This is an optimization exercise on Yosys and OpenROAD, whose aim is small area and few clock cycles, not a production implementation.
Only simulation tests tie the RTL to the original design; equivalence was not proved.
Power figures rest on the tool's default switching activity, not on a simulated workload.

$ cat flow/design.v
module bms_frame_byte (
    input  wire [2:0]  seg,        
    input  wire [2:0]  ch,         
    input  wire        half,       
    input  wire        soi_sel,
    input  wire [7:0]  addr,
    input  wire [7:0]  cid2,
    input  wire        has_info,
    input  wire [15:0] info,
    input  wire        len_dbl,
    input  wire        chk_dbl,
    input  wire [15:0] csum,
    output reg  [7:0]  byte_out,
    output wire        dbl
);
    function [7:0] hexchar;
        input [3:0] n;
        hexchar = (n < 4'd10) ? (8'h30 + {4'd0, n}) : (8'h37 + {4'd0, n});
    endfunction
    function [3:0] nib4;
        input [15:0] v;
        input [1:0]  k;
        case (k)
            2'd0: nib4 = v[15:12];
            2'd1: nib4 = v[11:8];
            2'd2: nib4 = v[7:4];
            default: nib4 = v[3:0];
        endcase
    endfunction
    localparam [15:0] LENGTH_VAL = 16'hE002;
    reg [3:0] nib;
    always @(*) begin
        case (seg)
            3'd1: case (ch)
                3'd0, 3'd1: nib = 4'h2;
                3'd2: nib = addr[7:4];
                3'd3: nib = addr[3:0];
                3'd4: nib = 4'h4;
                3'd5: nib = 4'h6;
                3'd6: nib = cid2[7:4];
                default: nib = cid2[3:0];
            endcase
            3'd2: nib = has_info ? nib4(LENGTH_VAL, ch[1:0]) : 4'h0;
            3'd3: nib = nib4(info, ch[1:0]);
            default: nib = nib4(csum, ch[1:0]);
        endcase
    end
    assign dbl = ((seg == 3'd2) && has_info && len_dbl) ||
                 ((seg == 3'd3) && len_dbl) ||
                 ((seg == 3'd4) && chk_dbl);
    wire [7:0] chr = hexchar(nib);
    always @(*) begin
        if (seg == 3'd0)
            byte_out = soi_sel ? 8'h7E : 8'h3E;
        else if (seg == 3'd5)
            byte_out = 8'h0D;
        else if (dbl)
            byte_out = half ? hexchar(chr[3:0]) : hexchar(chr[7:4]);
        else
            byte_out = chr;
    end
endmodule
module bms_codec (
    input  wire        clk,
    input  wire        rst,
    input  wire        req_valid,
    output wire        req_ready,
    input  wire [31:0] req_word,
    input  wire        din_valid,
    output wire        din_ready,
    input  wire [7:0]  din_byte,
    output wire        rsp_valid,
    output wire [3:0]  rsp_status,
    output wire [31:0] rsp_value,
    output wire        rsd_valid,
    output wire [7:0]  rsd_byte,
    output wire        tx_valid,
    output wire [7:0]  tx_byte,
    output wire        rxf_valid,
    output wire [7:0]  rxf_byte
);
    localparam [7:0] PROTO_VER    = 8'h22;
    localparam [7:0] CID2_TIME    = 8'h4D;
    localparam [7:0] CID2_PVER    = 8'h4F;
    localparam [7:0] CID2_DADDR   = 8'h50;
    localparam [7:0] CID2_MANUF   = 8'h51;
    localparam [7:0] CID2_ANALOG0 = 8'h42;
    localparam [7:0] CID2_ANALOG1 = 8'h43;
    localparam [15:0] ANALOG_INFO = 16'h00FF;
    localparam [2:0] ST_OK        = 3'h0;
    localparam [2:0] ST_LEN_OVF   = 3'h1;
    localparam [2:0] ST_ZERO_CHK  = 3'h3;
    localparam [2:0] ST_MALFORMED = 3'h4;
    localparam [2:0] ST_BAD_VER   = 3'h5;
    localparam [2:0] ST_ILLEGAL   = 3'h6;
    localparam [2:0] ST_CAP_FAULT = 3'h7;
    localparam [3:0] K_LCHK = 4'd8;     
    localparam [3:0] K_CFGR = 4'd9;     
    localparam [3:0] K_PCHK = 4'd10;    
    localparam [3:0] K_ENC  = 4'd11;    
    localparam [3:0] K_RXF  = 4'd12;    
    localparam [3:0] K_PEEK = 4'd13;    
    localparam [1:0] M_DRAIN = 2'd0;
    localparam [1:0] M_PCHK  = 2'd1;
    localparam [1:0] M_PUSH  = 2'd2;
    localparam integer LSW = 3;
    localparam integer LSR = 2;
    reg  [7:0]  cfg_addr;
    reg         cfg_soi_sel;
    reg         cfg_len_dbl;
    reg         cfg_chk_dbl;
    reg         fault;
    reg  [511:0] ring;
    reg  [5:0]  rd;
    reg  [6:0]  rx_len;
    reg         rx_b0ok;      
    reg         rx_b1ok;      
    reg         rx_last0d;    
    reg  [3:0]  q_kind [0:3];
    reg  [2:0]  q_rp, q_wp;   
    reg  [3:0]  lchk_val;
    reg  [6:0]  rxf_len;
    reg  [6:0]  peek_len;
    reg         ie_busy;
    reg  [1:0]  ie_mode;
    reg  [15:0] ie_cnt;
    reg  [15:0] acc;
    reg  [24:0] enc_req;
    reg         enc_cmd;
    reg  [5:0]  o_idx;        
    reg  [2:0]  o_seg;
    wire [2:0]  o_ch   = o_idx[2:0];
    wire        o_half = o_idx[3];
    wire [1:0] h       = q_rp[1:0];
    wire [1:0] ie_slot = q_wp[1:0] - 2'd1;    
    wire       q_any   = (q_rp != q_wp);
    wire       q_full  = (q_rp == {~q_wp[2], q_wp[1:0]});
    wire [3:0] h_kind = q_kind[h];
    wire       h_go   = q_any && !(ie_busy && ie_slot == h);
    reg pend_enc, pend_cfgr, pend_pchk, pend_lchk, pend_peek, pend_rxf;
    wire pend_cfgrd = pend_cfgr || pend_enc;
    wire h_rxf = q_any && (h_kind == K_RXF);
    wire [6:0] len_w  = rx_len + 7'd1;
    wire       b0_w   = (rx_len == 7'd0) ? (din_byte == 8'h3E || din_byte == 8'h7E) : rx_b0ok;
    wire       b1_w   = (rx_len == 7'd1) ? (din_byte == PROTO_VER) : rx_b1ok;
    wire       last_w = (din_byte == 8'h0D);
    function [2:0] vstat;
        input [6:0] len;
        input b0, b1, last;
        if (len < 7'd3 || !b0)  vstat = ST_MALFORMED;
        else if (!b1)           vstat = ST_BAD_VER;
        else if (!last)         vstat = ST_MALFORMED;
        else                    vstat = ST_OK;
    endfunction
    wire [2:0] st_w      = vstat(len_w, b0_w, b1_w, last_w);
    wire       deliver_w = (st_w == ST_OK);
    wire       cnt_one   = (ie_cnt == 16'd1);
    wire wr_ok = !(pend_rxf && (!h_rxf || rx_len[5:0] > o_idx || (cnt_one && deliver_w)));
    wire       rebase = (rx_len == 7'd0) && !pend_rxf;
    wire [5:0] wdel   = rd + 6'd1 - rx_len[5:0];         
    wire [5:0] wdel1  = wdel - 6'd1;
    wire       w_al   = rebase || (wdel1[LSW-1:0] == 0);
    wire [5:0] wport  = rebase ? 6'd1 : wdel;
    assign din_ready = ie_busy && (ie_mode != M_PUSH || (wr_ok && w_al));
    wire din_fire = din_valid && din_ready;
    wire ie_last  = din_fire && cnt_one;
    wire wr       = din_fire && (ie_mode == M_PUSH);
    wire       dlv      = wr && cnt_one && deliver_w;    
    wire [6:0] rx_len1  = !wr ? rx_len : dlv ? 7'd0 : len_w;
    wire       len1_nz  = !wr ? (rx_len != 7'd0) : !dlv;
    wire       rxf_1    = pend_rxf || dlv;
    wire [3:0]  op   = req_word[31:28];
    wire [15:0] n16  = req_word[15:0];
    wire        has_data = (op == 4'h6) || (op == 4'h7);
    wire        n_zero   = (n16 == 16'd0);
    reg legal;
    always @(*) begin
        case (op)
            4'h1: legal = (req_word[27:11] == 17'd0);
            4'h2: legal = (req_word[27:0] == 28'd0);
            4'h3: legal = req_word[24] ? (req_word[27:25] == 3'd0)
                                       : (req_word[27:24] == 4'd0 && req_word[15:0] == 16'd0);
            4'h4: legal = (req_word[27:4] == 24'd0) && (req_word[3:0] <= 4'h5);
            4'h5: legal = (req_word[27:16] == 12'd0);
            4'h6: legal = (req_word[27:16] == 12'd0);
            4'h7: legal = (req_word[27:16] == 12'd0);
            4'h8: legal = (req_word[27:0] == 28'd0);
            default: legal = 1'b0;
        endcase
    end
    reg  [7:0]  cmd_cid2;
    always @(*) begin
        case (enc_req[2:0])
            3'd0: cmd_cid2 = CID2_TIME;
            3'd1: cmd_cid2 = CID2_PVER;
            3'd2: cmd_cid2 = CID2_DADDR;
            3'd3: cmd_cid2 = CID2_MANUF;
            3'd4: cmd_cid2 = CID2_ANALOG0;
            default: cmd_cid2 = CID2_ANALOG1;
        endcase
    end
    wire cmd_has_info = (enc_req[2:0] == 3'd4) || (enc_req[2:0] == 3'd5);
    wire [7:0]  enc_cid2     = enc_cmd ? cmd_cid2 : enc_req[23:16];
    wire        enc_has_info = enc_cmd ? cmd_has_info : enc_req[24];
    wire [15:0] enc_info     = enc_cmd ? ANALOG_INFO : enc_req[15:0];
    wire [5:0] lsum = {2'd0, n16[11:8]} + {2'd0, n16[7:4]} + {2'd0, n16[3:0]};
    wire [3:0] lchk = (~lsum[3:0]) + 4'd1;
    wire       n_big  = (n16[15:7] != 9'd0);
    wire [7:0] len_n  = {1'b0, rx_len} + {1'b0, n16[6:0]};
    wire       ovf_0  = n_big || (len_n > 8'd64);
    wire       ovf_1  = n_big || (len_n > 8'd63);       
    wire       ovf_2  = n_big || (n16[6:0] > 7'd64);
    wire       ovf    = !wr ? ovf_0 : dlv ? ovf_2 : ovf_1;
    wire [2:0] st_r   = vstat(rx_len, rx_b0ok, rx_b1ok, rx_last0d);
    wire [2:0] st_0   = wr ? st_w : st_r;
    wire stall = ((op == 4'h1) && pend_cfgrd) ||
                 ((op == 4'h3 || op == 4'h4) && pend_enc) ||
                 ((op == 4'h5) && pend_lchk) ||
                 ((op == 4'h6) && (pend_pchk || pend_enc)) ||
                 ((op == 4'h7) && n_zero && rxf_1) ||
                 ((op == 4'h8) && pend_peek) ||
                 ((op == 4'h2) && pend_cfgr);
    wire ie_free = !ie_busy || ie_last;
    assign req_ready = ie_free && !q_full && !stall;
    wire req_fire = req_valid && req_ready;
    wire [7:0] enc_byte;
    wire       enc_dbl;
    bms_frame_byte u_frame (
        .seg      (o_seg),
        .ch       (o_ch),
        .half     (o_half),
        .soi_sel  (cfg_soi_sel),
        .addr     (cfg_addr),
        .cid2     (enc_cid2),
        .has_info (enc_has_info),
        .info     (enc_info),
        .len_dbl  (cfg_len_dbl),
        .chk_dbl  (cfg_chk_dbl),
        .csum     ({5'b11111, acc[10:0]}),
        .byte_out (enc_byte),
        .dbl      (enc_dbl)
    );
    wire [5:0] flen = 6'd18 + (enc_has_info ? (cfg_len_dbl ? 6'd12 : 6'd4) : 6'd0)
                            + (cfg_chk_dbl ? 6'd4 : 6'd0);
    wire is_enc  = (h_kind == K_ENC);
    wire is_rxf  = (h_kind == K_RXF);
    wire is_peek = (h_kind == K_PEEK);
    wire [6:0] b_len = is_peek ? peek_len : rxf_len;
    wire buf_last  = ({1'b0, o_idx} + 7'd1 == b_len);
    wire buf_empty = (peek_len == 7'd0);
    wire [5:0] rdel = rd - o_idx;                         
    wire       r_al = (rdel[LSR-1:0] == 0);
    wire [7:0] buf_byte = ring[{rdel[5:LSR], {LSR{1'b0}}}*8 +: 8];
    assign tx_valid  = h_go && is_enc;
    assign rxf_valid = h_go && is_rxf && r_al;
    assign rsd_valid = h_go && is_peek && !buf_empty && r_al;
    assign rsp_valid = h_go && (is_enc  ? (o_seg == 3'd5) :
                                is_rxf  ? (r_al && buf_last) :
                                is_peek ? (buf_empty || (r_al && buf_last)) : 1'b1);
    assign tx_byte  = enc_byte;
    assign rxf_byte = buf_byte;
    assign rsd_byte = buf_byte;
    reg [2:0]  r_st;
    reg [15:0] r_val;
    always @(*) begin
        r_st  = h_kind[3] ? ST_OK : h_kind[2:0];
        r_val = 16'd0;
        case (h_kind)
            K_LCHK: r_val = {12'd0, lchk_val};
            K_CFGR: r_val = {5'd0, cfg_chk_dbl, cfg_len_dbl, cfg_soi_sel, cfg_addr};
            K_PCHK: begin r_st = (acc == 16'd0) ? ST_ZERO_CHK : ST_OK; r_val = acc; end
            K_ENC:  r_val = {10'd0, flen};
            K_RXF:  r_val = 16'd1;
            K_PEEK: r_val = {9'd0, peek_len};
            default: ;
        endcase
    end
    assign rsp_status = {1'b0, r_st};
    assign rsp_value  = {16'd0, r_val};
    wire [2:0] seg_lastch = (o_seg == 3'd1) ? 3'd7 : (o_seg == 3'd0 || o_seg == 3'd5) ? 3'd0 : 3'd3;
    integer j;
    always @(posedge clk) begin
        for (j = 0; j < 64; j = j + 1) begin
            if (((j - 1) % (1 << LSW)) == 0 && wr && wport == j)
                ring[8*j +: 8] <= din_byte;
            else
                ring[8*j +: 8] <= ring[8*((j + 63) % 64) +: 8];
        end
    end
    always @(posedge clk) begin
        if (rst)
            rd <= 6'd0;
        else if (wr && rebase)
            rd <= 6'd1;
        else
            rd <= rd + 6'd1;
    end
    wire acc_pchk = din_fire && (ie_mode == M_PCHK);
    wire acc_enc  = h_go && is_enc && (o_seg != 3'd0) && (o_seg != 3'd4) && (o_seg != 3'd5);
    wire [7:0] acc_in = acc_pchk ? din_byte : enc_byte;
    always @(posedge clk) begin
        if ((h_go && is_enc && o_seg == 3'd0) ||
            (req_fire && !fault && legal && op == 4'h6))
            acc <= 16'd0;
        else if (acc_pchk || acc_enc)
            acc <= acc - {8'd0, acc_in};
    end
    wire acc_ok   = req_fire && !fault && legal;
    wire pop      = h_go && rsp_valid;
    wire new_rxf  = (ie_last && ie_mode == M_PUSH && deliver_w) ||
                    (acc_ok && op == 4'h7 && n_zero && !ovf && len1_nz && st_0 == ST_OK);
    always @(posedge clk) begin
        if (rst) begin
            pend_enc  <= 1'b0;
            pend_cfgr <= 1'b0;
            pend_pchk <= 1'b0;
            pend_lchk <= 1'b0;
            pend_peek <= 1'b0;
            pend_rxf  <= 1'b0;
        end else begin
            if (acc_ok && (op == 4'h3 || op == 4'h4))        pend_enc  <= 1'b1;
            else if (pop && h_kind == K_ENC)                 pend_enc  <= 1'b0;
            if (acc_ok && op == 4'h2)                        pend_cfgr <= 1'b1;
            else if (pop && h_kind == K_CFGR)                pend_cfgr <= 1'b0;
            if (acc_ok && op == 4'h6 && !n_zero)             pend_pchk <= 1'b1;
            else if (pop && h_kind == K_PCHK)                pend_pchk <= 1'b0;
            if (acc_ok && op == 4'h5 && n16[15:12] == 4'd0)  pend_lchk <= 1'b1;
            else if (pop && h_kind == K_LCHK)                pend_lchk <= 1'b0;
            if (acc_ok && op == 4'h8)                        pend_peek <= 1'b1;
            else if (pop && h_kind == K_PEEK)                pend_peek <= 1'b0;
            if (new_rxf)                                     pend_rxf  <= 1'b1;
            else if (pop && h_kind == K_RXF)                 pend_rxf  <= 1'b0;
        end
    end
    always @(posedge clk) begin
        if (rst) begin
            cfg_addr    <= 8'h01;
            cfg_soi_sel <= 1'b0;
            cfg_len_dbl <= 1'b0;
            cfg_chk_dbl <= 1'b0;
            fault       <= 1'b0;
            rx_len      <= 7'd0;
            q_rp        <= 3'd0;
            q_wp        <= 3'd0;
            ie_busy     <= 1'b0;
            o_idx       <= 6'd0;
            o_seg       <= 3'd0;
        end else begin
            if (din_fire) begin
                ie_cnt <= ie_cnt - 16'd1;
                if (wr) begin
                    rx_len    <= rx_len1;
                    rx_b0ok   <= b0_w;
                    rx_b1ok   <= b1_w;
                    rx_last0d <= last_w;
                end
                if (cnt_one) begin
                    ie_busy <= 1'b0;
                    if (ie_mode == M_PUSH) begin
                        q_kind[ie_slot] <= deliver_w ? K_RXF : {1'b0, st_w};
                        if (deliver_w)
                            rxf_len <= len_w;
                    end
                end
            end
            if (req_fire) begin
                q_kind[q_wp[1:0]] <= {1'b0, ST_OK};
                q_wp         <= q_wp + 3'd1;
                ie_cnt       <= n16;
                ie_mode      <= M_DRAIN;
                if (fault || !legal) begin
                    q_kind[q_wp[1:0]] <= {1'b0, fault ? ST_CAP_FAULT : ST_ILLEGAL};
                    if (has_data && !n_zero)
                        ie_busy <= 1'b1;
                end else begin
                    case (op)
                    4'h1: begin  
                        cfg_addr    <= req_word[7:0];
                        cfg_soi_sel <= req_word[8];
                        cfg_len_dbl <= req_word[9];
                        cfg_chk_dbl <= req_word[10];
                    end
                    4'h2: q_kind[q_wp[1:0]] <= K_CFGR;
                    4'h3, 4'h4: begin  
                        q_kind[q_wp[1:0]] <= K_ENC;
                        enc_req      <= req_word[24:0];
                        enc_cmd      <= op[2];
                    end
                    4'h5: begin  
                        if (n16[15:12] != 4'd0) begin
                            q_kind[q_wp[1:0]] <= {1'b0, ST_LEN_OVF};
                        end else begin
                            q_kind[q_wp[1:0]] <= K_LCHK;
                            lchk_val     <= lchk;
                        end
                    end
                    4'h6: begin  
                        if (n_zero) begin
                            q_kind[q_wp[1:0]] <= {1'b0, ST_ZERO_CHK};
                        end else begin
                            q_kind[q_wp[1:0]] <= K_PCHK;
                            ie_busy      <= 1'b1;
                            ie_mode      <= M_PCHK;
                        end
                    end
                    4'h7: begin  
                        if (ovf) begin
                            fault        <= 1'b1;
                            q_kind[q_wp[1:0]] <= {1'b0, ST_CAP_FAULT};
                            if (!n_zero)
                                ie_busy <= 1'b1;
                        end else if (!n_zero) begin
                            ie_busy <= 1'b1;
                            ie_mode <= M_PUSH;
                        end else if (len1_nz) begin
                            if (st_0 == ST_OK) begin
                                q_kind[q_wp[1:0]] <= K_RXF;
                                rxf_len      <= rx_len;
                                rx_len       <= 7'd0;
                            end else begin
                                q_kind[q_wp[1:0]] <= {1'b0, st_0};
                            end
                        end
                    end
                    default: begin  
                        q_kind[q_wp[1:0]] <= K_PEEK;
                        peek_len     <= rx_len1;
                    end
                    endcase
                end
            end
            if (h_go) begin
                if (rsp_valid) begin
                    q_rp   <= q_rp + 3'd1;
                    o_idx  <= 6'd0;
                end else if (!is_enc && r_al) begin
                    o_idx  <= o_idx + 6'd1;
                end
                if (is_enc) begin
                    if (enc_dbl && !o_half) begin
                        o_idx <= {2'd0, 1'b1, o_ch};
                    end else begin
                        if (o_ch == seg_lastch) begin
                            o_idx <= 6'd0;
                            case (o_seg)
                                3'd2:    o_seg <= enc_has_info ? 3'd3 : 3'd4;
                                3'd5:    o_seg <= 3'd0;
                                default: o_seg <= o_seg + 3'd1;
                            endcase
                        end else begin
                            o_idx <= {3'd0, o_ch + 3'd1};
                        end
                    end
                end
            end
        end
    end
endmodule
$ cat flow/flow/run.sh
#!/bin/bash
# Layout flow: the standard flow (the standard.sh, all steps) with two
# changes to how the layout is made:
#  - ports are buffered with the smallest buffer (sky130_fd_sc_hd__buf_1)
#    instead of the delay buffer the resizer picks by default;
#  - clock tree synthesis inserts no dummy loads.
# Each tool's full output stays in the ORFS logs under orfs/logs/; the
# output of standard.sh itself goes to standard.log in this folder.
set -e
export BUFFER_PORTS_ARGS="-buffer_cell sky130_fd_sc_hd__buf_1"
export CTS_ARGS="-sink_clustering_enable -repair_clock_nets -sink_clustering_size 30 -sink_clustering_max_diameter 80 -dont_use_dummy_load"
bash standard.sh > standard.log 2>&1
$ cat flow/standard.sh
#!/bin/bash
# synth_recipe.tcl (not shown) runs the flow's synth.tcl, then flattens the netlist and writes it again
# the make line also repeats each setting of config.mk as NAME=value (left out here)
make -C /OpenROAD-flow-scripts/flow DESIGN_CONFIG=/design/flow/config.mk WORK_HOME=/design/flow/orfs CLKGATE_MAP_FILE= SYNTH_SCRIPT=/design/flow/synth_recipe.tcl "${@:-finish}"
$ cat flow/config.mk
export PLATFORM = sky130hd
export DESIGN_NAME = bms_codec
export DESIGN_NICKNAME = bms_codec
export VERILOG_FILES = /design/flow/design.v
export SDC_FILE = /design/flow/constraint.sdc
export NUM_CORES = 4
export LEC_CHECK = 0
export CAP_MARGIN = 20
export CORE_MARGIN = 2
export CORE_UTILIZATION = 60
export CTS_CLUSTER_DIAMETER = 80
export CTS_CLUSTER_SIZE = 30
export GPL_ROUTABILITY_DRIVEN = 0
export GPL_TIMING_DRIVEN = 0
export PLACE_DENSITY = 0.8
export SLEW_MARGIN = 20
$ cat flow/constraint.sdc
create_clock -name core_clock -period 6.5 [get_ports {clk}]
set_input_delay 1.3000 -clock core_clock [delete_from_list [all_inputs] [get_ports {clk}]]
set_output_delay 1.3000 -clock core_clock [all_outputs]
set_load 0.01 [all_outputs]
==> impl_metrics.env, run 1 <==
export IMPL_run_status="finished clean"
export IMPL_worst_case_setup_margin_in_the_final_layout_ns=0.493
export IMPL_cell_area_reported_after_detailed_placement_sq_mm=0.0241
export IMPL_netlist_cell_type_count=96
export IMPL_area_sequential_sq_mm=0.0140
export IMPL_peak_fanout_along_the_critical_path=9
export IMPL_pin_count=110
export IMPL_detailedPlace_worstSlack_ns=0.309
export IMPL_root_buffer="clkbuf_16"
export IMPL_timing_max_cap_violations=0
export IMPL_cpMaxStageDelayCell="or4b_2"
export IMPL_mean_instance_size_in_the_synthesized_netlist_sq_um=12.3
export IMPL_post_synth_instance_area_sq_mm=0.0229
export IMPL_switching_share=0.295
export IMPL_use_met2=0.440
export IMPL_grt_start_max_net_pins=31
export IMPL_grt_overflow_total=0
export IMPL_ir_worst_vdd_v=0.000225
export IMPL_proportion_of_layout_cells_with_a_drive_suffix_above_1=0.113
export IMPL_worst_hold_path_type="reg2reg"
export IMPL_p_seq_frac=0.549
export IMPL_asyncSetResetFlopFracSynth=0
export IMPL_p_int_uw=5600
export IMPL_worstSetupStartpointType="flip-flop"
export IMPL_die_height_microns=199
export IMPL_first_pass_iters=6
export IMPL_grt_first_pass_wirelength_mm=83.3
export IMPL_initial_standard_cell_utilization_of_the_core=0.608
export IMPL_cts_num_sinks=658
export IMPL_total_vias_in_the_final_route=15217
export IMPL_synth_yosys_warnings=2
export IMPL_vias_per_cell=6.05
export IMPL_power_clock_fraction=0.245
export IMPL_ys_seq_elements=658
export IMPL_portBuffers=89
export IMPL_detail_route_wirelength_mm=54.7
export IMPL_final_common_cell="dfxtp_1"
export IMPL_synth_edf_count=81
export IMPL_groute_layer_met3_usage=0.0319
export IMPL_tritoncts="done"
export IMPL_reg2reg_from="o_idx[0]"
export IMPL_fin_crit_sh=0.924
export IMPL_stdcell_area_sq_mm=0.0248
export IMPL_final_nets=2121
export IMPL_dpl_hpwl_mm=38.7
export IMPL_pwr_share_comb=0.206
export IMPL_setup_violations=0
export IMPL_fillerInstances=2751
export IMPL_post_synth_inst_count=1863
export IMPL_multi_input_area_sq_mm=0.00834
export IMPL_crit_path_cell_trace="inv_1 > ha_1 > or3_1 > or2_2 > o221ai_1 > a32o_1 > clkbuf_1 > ha_1 > nor2_1 > a31oi_1 > o2111ai_1 > a32oi_2 > ha_1 > nor2b_1 > o21ai_0 > a21boi_0 > o21ai_0 > a21boi_0 > o31a_1 > or4b_2 > a21oi_1"
export IMPL_grt_antenna_before_repair=0
export IMPL_core_region_area_sq_mm=0.0377
export IMPL_globalRouteTotalUtil=0.275
export IMPL_critPathLaunch="o_idx[0]"
export IMPL_cellLeakagePower_uw=0.00945
export IMPL_use_met1=0.394
export IMPL_hold_viol_final=0
export IMPL_critical_path_max_stage_delay_ns=0.66
export IMPL_grt_busiest_layer="met2"
export IMPL_final_max_slew_violation_count=0
export IMPL_layout_cells_most_common_list="577 x dfxtp_1, 106 x nor2_1, 93 x buf_1, 89 x nand2_1, 81 x edfxtp_1"
export IMPL_worst_ep_arrival_time_ns=6.50
export IMPL_critical_path_endpoint_type="flip-flop"
export IMPL_crit_top_cell="ha_1"
export IMPL_tritoncts_num_buffers=28
export IMPL_worst_slew_margin_rel=0.201
export IMPL_post_route_drc_count=0
export IMPL_vias_in_the_first_global_route=14695
export IMPL_wire_per_inst_microns=21.7
export IMPL_post_cts_setup_buffer_count=0
export IMPL_antenna_left=0
export IMPL_holdWs_ns=0.267
export IMPL_timing_critical_path_required_ns=7.00
export IMPL_rsz0062_at_grt="no"
export IMPL_worst_slew_pin_transition_ns=1.18
export IMPL_clkSlewWorstSetupHoldPaths_ns=0.11
export IMPL_insertedDiodeCount=0
export IMPL_violation_count_after_the_first_detailed_route_iteration=1479
export IMPL_fmax_ghz=0.166
export IMPL_worst_skew_pair_late_latency_ns=0.61
export IMPL_finalClockSkew_ns=0.0733
export IMPL_synthFlopType="dfxtp_1"
export IMPL_fp_row_count=71
export IMPL_die_area_sq_mm=0.0398
export IMPL_cts_root_to_sink_buffers=3
export IMPL_chip_width_microns=199
export IMPL_synth_sequential_area_ratio=0.610
export IMPL_crit_type="reg2reg"
export IMPL_timing_hold_worst_start="ring[208]"
export IMPL_synthToLayoutAreaGrowth_pct=8.27
export IMPL_switchingPower_uw=2340
export IMPL_power_density_mw_per_mm2=320
export IMPL_cts_htree_levels=1
export IMPL_min_period_ns=6.01
## cell usage after synthesis, types with 8 or more instances
cell / count / area, sq um
dfxtp_1: 577 / 11600
nor2_1: 106 / 398
nand2_1: 89 / 334
edfxtp_1: 81 / 2430
mux2_2: 71 / 800
inv_1: 69 / 259
a21oi_1: 66 / 330
ha_1: 61 / 763
clkbuf_1: 56 / 210
o21ai_0: 48 / 240
mux4_2: 44 / 991
nand3_1: 38 / 190
nor3_1: 33 / 165
xnor2_1: 31 / 272
buf_4: 26 / 195
or3_1: 26 / 163
a31oi_1: 25 / 156
mux2i_1: 24 / 240
xor2_1: 24 / 210
nor2b_1: 21 / 131
nand2b_1: 20 / 125
and3_1: 17 / 106
o31a_1: 16 / 140
o31ai_1: 15 / 113
a211oi_1: 14 / 105
and2_1: 14 / 87.6
o211ai_1: 13 / 97.6
a21o_1: 12 / 90.1
a22oi_1: 11 / 82.6
nor4_1: 11 / 68.8
or4_1: 11 / 82.6
a22o_1: 10 / 87.6
nand4_1: 10 / 62.6
fa_1: 8 / 160
nand3b_1: 8 / 60.1
nor3b_1: 8 / 60.1
o21a_1: 8 / 60.1
o41ai_1: 8 / 70.1
or2_2: 8 / 50.1
## per-stage QoR
step	setup TNS, ns	std cells	power [uW]	utilization
global route	0	2517	8210	0.659
global placement	-35.68	2480	5960	0.636
detailed placement	0	2489	6040	0.640
CTS	0	2517	7920	0.658
finish	0	2517	7930	0.659
floorplan	0	1880	5500	-
## final cells by class
class	instances	area share
sequential	658	0.564
multi-input combinational	1060	0.336
clock buffer	28	0.0282
tap	511	0.0258
buffer	92	0.0187
timing repair buffer	98	0.0166
inverter	70	0.0106
## critical path, delay by kind of cell, from the launching register on
kind / cells / cell delay (ns)
flops: 1 / 0.56
fa+ha+maj: 3 / 0.83
simple gates: 5 / 1.52
compound gates: 11 / 2.54
buf+inv: 2 / 0.50
## path summary, 6_finish.rpt
check,cells after the start,endpoint,slack [ns]
worst min register to register,0,ring[216],0.27
worst min-delay path,0,ring[216],0.27
worst max register to register,21,acc[13],0.49
worst max-delay path,21,acc[13],0.49
## sequential cells by signal, summed over array words and instances, names as in the netlist, 6 cells and up, named ones only
signal / flops
acc: 16
cfg_addr: 8
enc_req: 25
ie_cnt: 16
o_idx: 6
peek_len: 7
q_kind: 16
rd: 6
ring: 512
rx_len: 7
rxf_len: 7
## routing by layer
| metal | routed length [microns] | vias up |
|---|---|---|
| met5 | 0 | - |
| met4 | 1640 | 0 |
| met3 | 4350 | 157 |
| met2 | 25200 | 711 |
| met1 | 23500 | 7406 |
| li1 | - | 6943 |
## logic make-up after synthesis
family / synth area share
adder cells (fa/ha/maj): 0.0403
other: 0.000164
XOR/XNOR: 0.0210
AND/OR/NAND/NOR: 0.106
AO/OA/AOI/OAI: 0.102
flip-flops: 0.610
multiplexers: 0.0893
buffers and inverters: 0.0314
## timing repair
item,4_1_cts,5_1_grt
setup endpoints to repair,0,1
endpoints found under the hold margin,0,0
gates resized for setup,0,8
hold buffers,0,0
## power by group through the flow
| stage | Sequential [uW] | Clock, uW | Combinational [uW] |
|---|---|---|---|
| detailed placement | 4440 | 0 | 1600 |
| CTS | 4350 | 1960 | 1610 |
| floorplan | 4400 | 0 | 1110 |
| finish | 4360 | 1940 | 1630 |
| global placement | 4440 | 0 | 1520 |
| global route | 4370 | 2080 | 1760 |
Testbench counts, summed over its fixed seeds: cycles 22,607.
==> inputs of run 2 (changes only) <==
--- a/flow/config.mk
+++ b/flow/config.mk
@@ -10,7 +10,5 @@
 export CORE_UTILIZATION = 60
 export CTS_CLUSTER_DIAMETER = 80
 export CTS_CLUSTER_SIZE = 30
-export GPL_ROUTABILITY_DRIVEN = 0
-export GPL_TIMING_DRIVEN = 0
 export PLACE_DENSITY = 0.8
 export SLEW_MARGIN = 20
==> run 2 against run 1 <==
Net effect: final area is 1.4% lower; critical path depth stayed put; register-to-register slack worse by 0.05 ns; critical path type unchanged; maximum frequency is 0.84% lower; clock power hardly changed; highest routed layer unchanged; utilization is 0.94 points lower; global-route usage is 0.77 points lower; non-clock buffer count is 73 lower; power is 0.76% lower; count of clock-buffer cells in the layout stayed put.
==> impl_metrics.env, run 2 <==
export IMPL_rsz0062_at_grt="no"
export IMPL_final_max_slew_violation_count=0
export IMPL_cts_num_sinks=658
export IMPL_post_synth_top_count_cell="dfxtp_1"
export IMPL_crit_type="reg2reg"
export IMPL_post_synth_instance_area_sq_mm=0.0229
export IMPL_synth_yosys_warnings=2
export IMPL_synth_top_cells_by_count="577 x dfxtp_1, 106 x nor2_1, 89 x nand2_1"
export IMPL_power_density_mw_per_mm2=322
export IMPL_dpl_hpwl_mm=37.3
export IMPL_post_cts_setup_buffer_count=0
export IMPL_worst_skew_pair_late_latency_ns=0.61
export IMPL_final_nets=2048
export IMPL_finalClockSkew_ns=0.0560
export IMPL_globalRouteTotalUtil=0.267
export IMPL_fp_row_count=71
export IMPL_fillerInstances=2788
export IMPL_worst_slew_pin_transition_ns=1.10
export IMPL_grt_overflow_total=0
export IMPL_synth_largest_area_cell="dfxtp_1"
export IMPL_violation_count_after_the_first_detailed_route_iteration=1192
export IMPL_worst_ep_arrival_time_ns=6.55
export IMPL_hold_viol_final=0
export IMPL_worst_slew_margin_rel=0.265
export IMPL_timing_critical_path_required_ns=6.99
export IMPL_vias_per_cell=5.98
export IMPL_synth_edf_count=81
export IMPL_largest_register="ring"
export IMPL_netlist_cell_type_count=96
export IMPL_ff2ff_setup_slack_ns=0.44
export IMPL_crit_top_cell="ha_1"
export IMPL_proportion_of_layout_cells_with_a_drive_suffix_above_1=0.106
export IMPL_p_total_uw=7870
export IMPL_gp_congestion=0.913
export IMPL_ir_worst_vdd_v=0.000225
export IMPL_layout_cells_most_common_list="577 x dfxtp_1, 106 x nor2_1, 90 x buf_1, 89 x nand2_1, 81 x edfxtp_1"
export IMPL_timing_hold_worst_start="ring[379]"
export IMPL_worst_hold_path_type="reg2reg"
export IMPL_clkSlewWorstSetupHoldPaths_ns=0.10
export IMPL_cpMaxStageDelayCell="or4b_2"
export IMPL_first_pass_iters=6
export IMPL_root_buffer="clkbuf_16"
export IMPL_cellLeakagePower_uw=0.00927
export IMPL_detail_route_wirelength_mm=52.7
export IMPL_run_status="finished clean"
export IMPL_critical_path_max_stage_delay_ns=0.65
export IMPL_synthTopCellsByArea="dfxtp_1 50%, edfxtp_1 11%, mux4_2 4.3%"
export IMPL_fmax_ghz=0.165
export IMPL_largest_register_ff_count=512
export IMPL_mean_instance_size_in_the_synthesized_netlist_sq_um=12.3
export IMPL_worstRegToRegCells=21
export IMPL_setup_violations=0
export IMPL_hold_path_end="ring[387]"
export IMPL_postCtsResizedCells=0
export IMPL_holdPathStages=0
export IMPL_timing_max_cap_violations=0
export IMPL_die_height_microns=199
export IMPL_core_region_area_sq_mm=0.0377
export IMPL_cts_hold_repair_buffers=0
export IMPL_antenna_left=0
export IMPL_wire_per_inst_microns=21.6
export IMPL_grt_antenna_before_repair=0
export IMPL_total_vias_in_the_final_route=14629
export IMPL_reg_largest_list="ring: 512 flops, enc_req: 25 flops"
export IMPL_die_area_sq_mm=0.0398
export IMPL_tritoncts_num_buffers=28
export IMPL_synthToLayoutAreaGrowth_pct=6.72
export IMPL_worstSetupStartpointType="flip-flop"
export IMPL_fin_crit_sh=0.932
export IMPL_finalSetupTns_ns=0
export IMPL_critical_path_endpoint_type="flip-flop"
export IMPL_min_period_ns=6.06
export IMPL_grt_first_pass_wirelength_mm=81.2
export IMPL_pin_count=110
export IMPL_post_route_drc_count=0
export IMPL_tritoncts="done"
export IMPL_asyncSetResetFlopFracSynth=0
export IMPL_final_common_cell="dfxtp_1"
export IMPL_post_synth_inst_count=1863
export IMPL_grt_start_max_net_pins=41
export IMPL_initial_standard_cell_utilization_of_the_core=0.608
export IMPL_crit_path_cell_trace="inv_1 > ha_1 > or3_1 > nor2_1 > a221oi_1 > o311ai_0 > inv_1 > ha_1 > nor2_1 > a31oi_1 > o2111ai_1 > a32oi_1 > ha_1 > nor2b_1 > o21ai_0 > a21boi_0 > o21ai_0 > a21boi_0 > o31a_1 > or4b_2 > a21oi_1"
export IMPL_ys_seq_elements=658
export IMPL_post_synth_top_area_fraction=0.504
export IMPL_peak_fanout_along_the_critical_path=14
export IMPL_vias_in_the_first_global_route=14254
export IMPL_cts_root_to_sink_buffers=3
export IMPL_rr_endpoint="acc[13]"
export IMPL_cts_htree_levels=1
export IMPL_reg2reg_from="o_idx[0]"
export IMPL_portBuffers=91
export IMPL_synthFlopType="dfxtp_1"
export IMPL_chip_width_microns=199
export IMPL_synth_sequential_area_ratio=0.610
-- run 2: cell count changes in the layout (fill, tap and decap cells not counted), moves of 3 or more --
cell / previous run / this run
buf_1: 93 / 90
buf_2: 8 / 0
buf_6: 6 / 0
clkbuf_2: 6 / 1
clkbuf_1: 50 / 0
-- run 2: cell families after synthesis --
logic type               after synthesis  share of synthesized area
adder cells (fa/ha/maj)               69                     0.0403
AND/OR/NAND/NOR                      452                      0.106
flip-flops                           658                      0.610
AO/OA/AOI/OAI                        326                      0.102
other                                  1                   0.000164
multiplexers                         140                     0.0893
XOR/XNOR                              55                     0.0210
buffers and inverters                162                     0.0314
-- run 2: final cells by class --
type | count | area, sq um | share of cell area
Timing Repair Buffer | 117 | 538 | 0.0220
Antenna cell | 1 | 2.50 | 0.000102
Tap cell | 511 | 639 | 0.0262
Sequential cell | 658 | 14000 | 0.572
Clock buffer | 28 | 701 | 0.0287
Multi-Input combinational cell | 1060 | 8320 | 0.340
Inverter | 70 | 263 | 0.0107
-- run 2: power by group --
part | switching [uW] | total, uW | internal (uW) | leakage, uW
Sequential | 151 | 4370 | 4220 | 0.00539
Clock | 1150 | 1920 | 770 | 0.000345
Combinational | 983 | 1580 | 598 | 0.00354
-- run 2: worst max-delay path by stage --
stage | from | end | slack [ns] | depth (start not counted)
finish | o_idx[0] | acc[13] | 0.44 | 21
global route | o_idx[0] | acc[13] | 0.08 | 21
CTS | o_idx[0] | acc[13] | 0.58 | 21
detailed placement | o_idx[0] | acc[13] | 0.65 | 21
global placement | o_idx[0] | acc[13] | 0.91 | 20
floorplan | req_word[12] | enc_cmd | 0.28 | 8
-- run 2: routing by layer --
layer,global-route usage,vias to the layer above,part of all wire
li1,-,6776,-
met1,0.388,7179,0.44
met2,0.425,587,0.45
met3,0.0402,87,0.082
met4,0.0615,0,0.020
met5,0,-,0
-- run 2: through the flow --
stage	std cells	cell area [sq um]	setup slack, ns	hold WS (ns)	utilization
2_1_floorplan	1880	23000	0.277	0.310	-
3_3_place_gp	2416	23700	0.913	0.310	0.630
3_5_place_dp	2416	23700	0.654	0.312	0.630
4_1_cts	2444	24400	0.581	0.286	0.649
5_1_grt	2444	24400	0.0796	0.283	0.649
6_report	2445	24400	0.442	0.292	0.649
-- run 2: worst max-delay path: cells and delay by family (launching register included) --
kind,cells,cell delay [ns]
AOI/OAI and AO/OA,11,2.72
adders and majority gates,3,1.01
buffers and inverters,2,0.29
DFF,1,0.52
and+or+nand+nor,5,1.42

[afterwards: timing with drivers on the ports]
No port has a modelled driver above. Below, the same layouts with a new extraction and two added sets of constraints.
Step 1 assumes that a clkbuf_16 drives the clock port and a buf_2 every other input.
Step 2 times the ports against the registers' clock, not the clock port: input delays grow and output delays shrink by t, the midpoint of the rising clock arrivals with the driver on.
Three values: no drivers, after step 1, after step 2; two values: the first two.
run | t (ns) | setup slack, ns | worst setup path after step 2
run 1 | 0.637 | 0.493 / 0.493 / 0.493 | register to register
run 2 | 0.635 | 0.442 / 0.442 / 0.442 | register to register
After both steps setup and hold are still met in every run listed.
